Context: an optimization exercise on an open-source flow, tuned for small area, a short achievable clock period and few clock cycles per item. The choices shown serve that exercise and are no tape-out recipe.
Only simulation tests tie the RTL to the original design; equivalence was not proved.

==> flow/design.v <==
module bsc_fxu (
    input  wire        clk,
    input  wire        rst,         
    input  wire        cmd_valid,
    output wire        cmd_ready,
    input  wire [31:0] cmd,
    input  wire [31:0] arg0,
    input  wire [31:0] arg1,
    output reg         done,
    output reg  [3:0]  err,
    output reg  [31:0] res0,
    output reg  [31:0] res1,
    output reg  [31:0] res2
);
    localparam [7:0] OP_NOP        = 8'h00;
    localparam [7:0] OP_FX_TOFIX   = 8'h10;
    localparam [7:0] OP_FX_TOFLT   = 8'h11;
    localparam [7:0] OP_FX_FROMINT = 8'h12;
    localparam [7:0] OP_FX_ADD     = 8'h13;
    localparam [7:0] OP_FX_SUB     = 8'h14;
    localparam [7:0] OP_FX_MUL     = 8'h15;
    localparam [7:0] OP_FX_DIV     = 8'h16;
    localparam [7:0] OP_FX_INT     = 8'h17;
    localparam [7:0] OP_FX_FRAC    = 8'h18;
    localparam [7:0] OP_MAP_STEP   = 8'h20;
    localparam [7:0] OP_MAP_CENTER = 8'h21;
    localparam [7:0] OP_MAP_ORIGIN = 8'h22;
    localparam [7:0] OP_CLAMP      = 8'h23;
    localparam [7:0] OP_MAP_NEIGH  = 8'h24;
    localparam [3:0] E_NONE     = 4'd0;
    localparam [3:0] E_INVALID  = 4'd1;
    localparam [3:0] E_DIV0     = 4'd3;
    localparam [3:0] E_OVERFLOW = 4'd4;
    localparam [3:0] E_ILLEGAL  = 4'd5;
    localparam [1:0] S_IDLE = 2'd0;
    localparam [1:0] S_EXEC = 2'd1;
    localparam [1:0] S_DIV  = 2'd2;
    reg  [1:0]  state;
    reg  [7:0]  op_q;
    reg         illegal_q;
    reg  [31:0] a_q;
    reg  [31:0] b_q;
    assign cmd_ready = (state == S_IDLE);
    reg known_op;
    always @* begin
        case (cmd[7:0])
            OP_NOP, OP_FX_TOFIX, OP_FX_TOFLT, OP_FX_FROMINT, OP_FX_ADD,
            OP_FX_SUB, OP_FX_MUL, OP_FX_DIV, OP_FX_INT, OP_FX_FRAC,
            OP_MAP_STEP, OP_MAP_CENTER, OP_MAP_ORIGIN, OP_CLAMP,
            OP_MAP_NEIGH: known_op = 1'b1;
            default:      known_op = 1'b0;
        endcase
    end
    wire signed [31:0] sa = a_q;
    wire signed [31:0] sb = b_q;
    wire a_is_size = (sa >= 32'sd1) && (sa <= 32'sd32767);
    wire b_is_size = (sb >= 32'sd1) && (sb <= 32'sd32767);
    wire map_args_ok = (sa >= 32'sd0) && (sa <= 32'sd32766) && (sb >= 32'sd1);
    reg  signed [31:0] mul_x;
    always @* begin
        case (op_q)
            OP_MAP_CENTER: mul_x = {a_q[15:0], 16'h8000};    
            OP_MAP_ORIGIN: mul_x = a_q;
            default:       mul_x = a_q;
        endcase
    end
    wire signed [63:0] prod     = mul_x * sb;
    wire signed [63:0] prod_sh  = prod >>> 16;
    wire prod_sh_fits = (prod_sh >= -64'sd2147483648) && (prod_sh <= 64'sd2147483647);
    wire prod_fits    = (prod    >= -64'sd2147483648) && (prod    <= 64'sd2147483647);
    wire signed [32:0] add_r = {sa[31], sa} + {sb[31], sb};
    wire signed [32:0] sub_r = {sa[31], sa} - {sb[31], sb};
    wire add_ovf = (add_r[32] != add_r[31]);
    wire sub_ovf = (sub_r[32] != sub_r[31]);
    wire        f_s = a_q[31];
    wire [7:0]  f_e = a_q[30:23];
    wire [22:0] f_m = a_q[22:0];
    wire        f_nan = (f_e == 8'hFF) && (f_m != 23'd0);
    wire        f_inf = (f_e == 8'hFF) && (f_m == 23'd0);
    wire [23:0] f_mant = (f_e == 8'd0) ? {1'b0, f_m} : {1'b1, f_m};
    wire signed [9:0] f_sh = (f_e == 8'd0) ? -10'sd133 : ($signed({2'b00, f_e}) - 10'sd134);
    reg  [31:0] tofix_mag;
    reg         tofix_lost;
    reg         tofix_big;
    reg  [9:0]  rsh;
    always @* begin
        tofix_mag  = 32'd0;
        tofix_lost = 1'b0;
        tofix_big  = 1'b0;
        rsh        = 10'd0;
        if (f_sh >= 10'sd8) begin
            tofix_big = 1'b1;
            tofix_mag = 32'h8000_0000;
        end else if (f_sh >= 10'sd0) begin
            tofix_mag = {8'd0, f_mant} << f_sh[2:0];
        end else begin
            rsh = -f_sh;
            if (rsh >= 10'd32) begin
                tofix_mag  = 32'd0;
                tofix_lost = (f_mant != 24'd0);
            end else begin
                tofix_mag  = {8'd0, f_mant} >> rsh[4:0];
                tofix_lost = (({8'd0, f_mant} << (6'd32 - {1'b0, rsh[4:0]})) != 32'd0);
            end
        end
    end
    wire tofix_ovf = tofix_big && !(f_s && (f_sh == 10'sd8) && (f_mant == 24'h800000));
    wire [31:0] tofix_r = f_s ? (32'd0 - (tofix_mag + {31'd0, tofix_lost})) : tofix_mag;
    wire        t_s   = a_q[31];
    wire [31:0] t_mag = t_s ? (32'd0 - a_q) : a_q;
    reg  [4:0]  t_msb;
    integer     i;
    always @* begin
        t_msb = 5'd0;
        for (i = 0; i < 32; i = i + 1)
            if (t_mag[i]) t_msb = i[4:0];
    end
    wire [31:0] t_norm = t_mag << (5'd31 - t_msb);           
    wire        t_rest = (t_norm[7:0] != 8'd0);              
    wire [7:0]  t_exp  = {3'd0, t_msb} + 8'd111;             
    wire [30:0] t_body = {t_exp, t_norm[30:8]} + {30'd0, t_s & t_rest};
    wire [31:0] toflt_r = (a_q == 32'd0) ? 32'd0 : {t_s, t_body};
    function [31:0] clampidx;
        input signed [31:0] idx;
        input signed [31:0] n;
        begin
            if (idx < 32'sd0)
                clampidx = 32'd0;
            else if (idx > n - 32'sd1)
                clampidx = n - 32'sd1;
            else
                clampidx = idx;
        end
    endfunction
    wire signed [31:0] neigh_i  = {{16{a_q[31]}}, a_q[31:16]};
    wire signed [31:0] neigh_i1 = neigh_i + 32'sd1;
    reg  [47:0] dv_q;       
    reg  [31:0] dv_rem;
    reg  [31:0] dv_den;
    reg         dv_neg;
    reg  [5:0]  dv_cnt;
    wire [32:0] dv_trial = {dv_rem, dv_q[47]} - {1'b0, dv_den};
    wire        dv_ge    = !dv_trial[32];
    wire [31:0] dv_rem_n = dv_ge ? dv_trial[31:0] : {dv_rem[30:0], dv_q[47]};
    wire [47:0] dv_q_n   = {dv_q[46:0], dv_ge};
    wire [31:0] abs_a = sa[31] ? (32'd0 - a_q) : a_q;
    wire [31:0] abs_b = sb[31] ? (32'd0 - b_q) : b_q;
    wire        q_fits = dv_neg ? (dv_q <= 48'h0000_8000_0000) : (dv_q <= 48'h0000_7FFF_FFFF);
    wire [31:0] q_res  = dv_neg ? (32'd0 - dv_q[31:0]) : dv_q[31:0];
    reg  [3:0]  x_err;
    reg  [31:0] x_r0, x_r1, x_r2;
    reg         x_div;        
    reg  [47:0] x_num;
    reg  [31:0] x_den;
    reg         x_neg;
    always @* begin
        x_err = E_NONE;
        x_r0  = 32'd0;
        x_r1  = 32'd0;
        x_r2  = 32'd0;
        x_div = 1'b0;
        x_num = 48'd0;
        x_den = 32'd0;
        x_neg = 1'b0;
        if (illegal_q) begin
            x_err = E_ILLEGAL;
        end else begin
            case (op_q)
                OP_NOP: ;
                OP_FX_TOFIX: begin
                    if (f_nan)                   x_err = E_INVALID;
                    else if (f_inf || tofix_ovf) x_err = E_OVERFLOW;
                    else                         x_r0  = tofix_r;
                end
                OP_FX_TOFLT: x_r0 = toflt_r;
                OP_FX_FROMINT: begin
                    if (sa < -32'sd32768 || sa > 32'sd32767) x_err = E_OVERFLOW;
                    else                                     x_r0  = {a_q[15:0], 16'd0};
                end
                OP_FX_ADD: begin
                    if (add_ovf) x_err = E_OVERFLOW;
                    else         x_r0  = add_r[31:0];
                end
                OP_FX_SUB: begin
                    if (sub_ovf) x_err = E_OVERFLOW;
                    else         x_r0  = sub_r[31:0];
                end
                OP_FX_MUL: begin
                    if (!prod_sh_fits) x_err = E_OVERFLOW;
                    else               x_r0  = prod_sh[31:0];
                end
                OP_FX_DIV: begin
                    if (b_q == 32'd0) begin
                        x_err = E_DIV0;
                    end else begin
                        x_div = 1'b1;
                        x_num = {abs_a, 16'd0};
                        x_den = abs_b;
                        x_neg = sa[31] ^ sb[31];
                    end
                end
                OP_FX_INT:  x_r0 = {{16{a_q[31]}}, a_q[31:16]};
                OP_FX_FRAC: x_r0 = {16'd0, a_q[15:0]};
                OP_MAP_STEP: begin
                    if (!a_is_size || !b_is_size) begin
                        x_err = E_INVALID;
                    end else begin
                        x_div = 1'b1;
                        x_num = {a_q, 16'd0};
                        x_den = b_q;
                        x_neg = 1'b0;
                    end
                end
                OP_MAP_CENTER: begin
                    if (!map_args_ok)       x_err = E_INVALID;
                    else if (!prod_sh_fits) x_err = E_OVERFLOW;
                    else                    x_r0  = prod_sh[31:0] - 32'd32768;
                end
                OP_MAP_ORIGIN: begin
                    if (!map_args_ok)    x_err = E_INVALID;
                    else if (!prod_fits) x_err = E_OVERFLOW;
                    else                 x_r0  = prod[31:0];
                end
                OP_CLAMP: begin
                    if (!b_is_size) x_err = E_INVALID;
                    else            x_r0  = clampidx(sa, sb);
                end
                OP_MAP_NEIGH: begin
                    if (!b_is_size) begin
                        x_err = E_INVALID;
                    end else begin
                        x_r0 = clampidx(neigh_i, sb);
                        x_r1 = clampidx(neigh_i1, sb);
                        x_r2 = {16'd0, a_q[15:0]};
                    end
                end
                default: x_err = E_ILLEGAL;
            endcase
        end
    end
    always @(posedge clk) begin
        if (rst) begin
            state  <= S_IDLE;
            done   <= 1'b0;
            err    <= 4'd0;
            res0   <= 32'd0;
            res1   <= 32'd0;
            res2   <= 32'd0;
            dv_cnt <= 6'd0;
        end else begin
            done <= 1'b0;
            case (state)
                S_IDLE: begin
                    if (cmd_valid) begin
                        op_q      <= cmd[7:0];
                        illegal_q <= (cmd[31:8] != 24'd0) || !known_op;
                        a_q       <= arg0;
                        b_q       <= arg1;
                        state     <= S_EXEC;
                    end
                end
                S_EXEC: begin
                    if (x_div) begin
                        dv_q   <= x_num;
                        dv_rem <= 32'd0;
                        dv_den <= x_den;
                        dv_neg <= x_neg;
                        dv_cnt <= 6'd48;
                        state  <= S_DIV;
                    end else begin
                        done  <= 1'b1;
                        err   <= x_err;
                        res0  <= x_r0;
                        res1  <= x_r1;
                        res2  <= x_r2;
                        state <= S_IDLE;
                    end
                end
                S_DIV: begin
                    if (dv_cnt != 6'd0) begin
                        dv_q   <= dv_q_n;
                        dv_rem <= dv_rem_n;
                        dv_cnt <= dv_cnt - 6'd1;
                    end else begin
                        done  <= 1'b1;
                        res1  <= 32'd0;
                        res2  <= 32'd0;
                        if (q_fits) begin
                            err  <= E_NONE;
                            res0 <= q_res;
                        end else begin
                            err  <= E_OVERFLOW;
                            res0 <= 32'd0;
                        end
                        state <= S_IDLE;
                    end
                end
                default: state <= S_IDLE;
            endcase
        end
    end
endmodule
==> flow/run.sh <==
#!/bin/bash
# synth_recipe.tcl (not shown) runs the flow's synth.tcl, then flattens the netlist and writes it again
# the make line also repeats each setting of config.mk as NAME=value (left out here)
make -C /OpenROAD-flow-scripts/flow DESIGN_CONFIG=/design/flow/config.mk WORK_HOME=/design/flow/orfs CLKGATE_MAP_FILE= SYNTH_SCRIPT=/design/flow/synth_recipe.tcl finish
==> flow/config.mk <==
export PLATFORM = sky130hd
export DESIGN_NAME = bsc_fxu
export DESIGN_NICKNAME = bsc_fxu
export VERILOG_FILES = /design/flow/design.v
export SDC_FILE = /design/flow/constraint.sdc
export NUM_CORES = 4
export LEC_CHECK = 0
export CAP_MARGIN = 20
export CORE_MARGIN = 2
export CORE_UTILIZATION = 40
export SLEW_MARGIN = 20
==> flow/constraint.sdc <==
create_clock -name core_clock -period 13.0 [get_ports {clk}]
set_input_delay 2.6000 -clock core_clock [delete_from_list [all_inputs] [get_ports {clk}]]
set_output_delay 2.6000 -clock core_clock [all_outputs]
set_load 0.01 [all_outputs]
==> results.json <==
{
  "hp-class": "flip-flop to flip-flop",
  "ys.flop_type": "edfxtp_1",
  "layout_commonest_cell": "inv_1",
  "hold-path-cell-count": 2,
  "placed_cells": 10747,
  "crit_type": "flip-flop to flip-flop",
  "path_buf_inv": 5,
  "r2r.worst_path.cells": 40,
  "r2r_start": "op_q[7]",
  "clkSinkCount": 278,
  "fin_cells": 10830,
  "routed_wl_mm": 341,
  "maxSlewHeadroom_pct": 19.7,
  "drt_iter0_markers": 7991,
  "netlist_area_um2": 69500,
  "cts_buffers": 35,
  "die-area_um2": 177000,
  "antenna_found_initial": 23,
  "htreeDepth": 2,
  "min_period_ps": 12540,
  "viasPerCell": 6.20,
  "setup-violations-final": 0,
  "arrival_ps": 13060,
  "ios": 201,
  "hold_buffers": 0,
  "fin_setup_tns_ps": 0,
  "max_cap_violations": 0,
  "initial_core_util_pct": 40.4,
  "endpoint_kind": "flip-flop",
  "die_h_um": 421,
  "clockRootBuffer": "clkbuf_16",
  "synth_cell_type_count": 127,
  "grt_max_degree": 69,
  "required_ps": 13530,
  "crit_path_top_delay_cell": "fa_1",
  "worstPathMaxFanout": 12,
  "dr.pass1.iters": 9,
  "die_w_um": 421,
  "grt_pass1_vias": 66413,
  "ys_ff_latch": 278,
  "synth_area_per_cell_um2": 8.23,
  "startpoint": "op_q[7]",
  "max_stage_delay_ps": 600,
  "cp-start-kind": "flip-flop",
  "ys_seq_area_share_pct": 10.7,
  "synth_edf_count": 186,
  "clkSlewWorstSetupHoldPaths_ps": 70,
  "core_um2": 172000,
  "cts_tree": "done",
  "grt_pass1_wl_mm": 483,
  "synth_cells": 8440,
  "yosys_warnings": 1,
  "clk_latency_ps": 620,
  "grt_overflow": 0,
  "critPathTopFamily": "simple AND/OR/NAND/NOR gates",
  "critPathMostFrequentCell": "fa_1",
  "drc": 0,
  "ant_nets": 0,
  "rr_endpoint": "res0[0]",
  "hold_viol_final": 0,
  "num_rows": 152,
  "via_count": 67119,
  "fin_nets": 10101,
  "grtUsageTotal_pct": 38.0,
  "path_depth": 40,
  "cts.path.max_buffers": 3,
  "grt_setup_unrepaired": "no",
  "async_flop_share_pct": 0,
  "reg2reg_slack_ps": 460,
  "areaGrowthSynthToFinish_pct": 9.81,
  "avgRoutedWirePerCell_um": 31.5,
  "hpwlAfterDp_mm": 270,
  "drive_gt1_share_pct": 6.82,
  "fmax_mhz": 79.8,
  "io_buffers": 183,
  "status": "complete, no violations",
  "post-route-period-util_pct": 96.4,
  "skew_ps": 36.0,
  "layout_common_cells": "inv_1, fa_1, nand2_1, nor2_1, ha_1",
  "finalMaxSlewViolations": 0,
  "worstMarginPinSlew_ps": 1200,
  "cp-endpoint": "res0[0]",
  "gp_congestion": 1.07
}
==> worst reg2reg max path, delay by kind of cell (launching register included) <==
| family | cells | cell delay [ps] |
|---|---|---|
| AND/OR/NAND/NOR | 17 | 4720 |
| adder cells (fa/ha/maj) | 10 | 4600 |
| AO/OA/AOI/OAI | 8 | 1870 |
| buffers and inverters | 5 | 840 |
| flip-flops | 1 | 410 |
==> how the worst min path moves through the flow <==
stage / startpoint / to
detailed placement: res2[2] / res2[2]
finish: res2[2] / res2[2]
CTS: res2[2] / res2[2]
global route: res2[5] / res2[5]
floorplan: dv_cnt[3] / dv_cnt[3]
global placement: res2[14] / res2[14]
==> sequential cells by signal, indices dropped and copies added (netlist names) <==
signal     count
b_q           32
res0          32
a_q           32
illegal_q      1
state          2
op_q           8
dv_rem        32
done           1
dv_den        32
res2          16
dv_cnt         6
dv_q          48
res1          32
dv_neg         1
err            3
==> cell usage after synthesis (22+ instances only) <==
cell,count,area [um2]
inv_1,1176,4410
fa_1,1085,21700
nand2_1,936,3510
nor2_1,806,3030
clkbuf_1,455,1710
ha_1,435,5440
a21oi_1,379,1900
o21ai_0,336,1680
nor3_1,256,1280
and3_1,192,1200
edfxtp_1,186,5590
xnor2_1,177,1550
nand3_1,163,816
mux2i_1,122,1220
nand4_1,112,701
a21o_1,108,811
dfxtp_1,92,1840
xor2_1,91,797
a22oi_1,82,616
a211oi_1,76,571
o211ai_1,68,510
and2_1,61,382
nor4_1,60,375
nand2b_1,57,357
or3_1,56,350
o21a_1,53,398
nor2b_1,51,319
o31ai_1,50,375
a31oi_1,48,300
o22ai_1,46,288
o221ai_1,34,298
a221oi_1,31,272
buf_1,30,113
o21bai_1,27,203
buf_4,26,195
or4_1,22,165
==> per-stage QoR <==
stage	hold WS (ps)	utilization, %	area (um2)	setup slack [ps]
finish	451	44.3	76300	465
global route	472	44.3	76300	137
CTS	453	44.2	76100	282
detailed placement	445	43.5	74900	356
global placement	440	43.5	74800	495
floorplan	463	-	69500	1.99
==> cells by family after synthesis <==
family / after synthesis / share of synthesized area (%)
buf+inv: 1740 / 9.67
simple gates: 2890 / 19.5
other cells: 1 / 0.00540
fa+ha+maj: 1521 / 39.1
flops: 278 / 10.7
compound gates: 1597 / 15.4
mux: 142 / 2.17
xor+xnor: 271 / 3.46
==> per-layer routing <==
metal | track usage, % | vias up | wire length [um]
met5 | 0 | - | 167
met4 | 24.7 | 24 | 27200
met3 | 8.26 | 947 | 34900
met2 | 57.4 | 4044 | 147000
met1 | 49.2 | 33805 | 132000
li1 | - | 28299 | -
==> timing repair <==
item | CTS | global route
buffers inserted | 0 | 5
endpoints found under the setup margin | 0 | 30
resized for setup | 0 | 16
==> final cells by class <==
cell class / count / area [um2]
fillers: 17200 / 95800
diodes: 11 / 27.5
well taps: 2310 / 2890
repair buffers: 525 / 4510
multi-input cells: 6440 / 55700
flip-flops and latches: 278 / 7430
clock inverters: 26 / 335
inverters: 1202 / 4510
clock buffers: 38 / 930
Testbench counts, summed over its fixed seeds: cycles 70,797, items 9,600.

## what the ideal ports hide
The results above use ideal ports. As a check the final layout listed here was re-extracted and re-timed, cells and wires unchanged. Step 1: set_driving_cell puts a clkbuf_16 on clk and a buf_2 on each other input, an assumption about the parent block. Step 2 times the ports against the registers' clock, not the clock port: input delays grow and output delays shrink by t, the midpoint of the rising clock arrivals with the driver on. Slacks: ideal ports / drivers / drivers and shift; pairs: ideal ports / drivers.
t, ns: 0.677
setup slack, ns: 0.465 / 0.465 / 0.465
worst setup path after step 2: register to register
After both steps setup and hold are still met in this run. For this run, drivers alone change the setup slack by 0.000 ns; drivers and shift together by 0.000 ns.
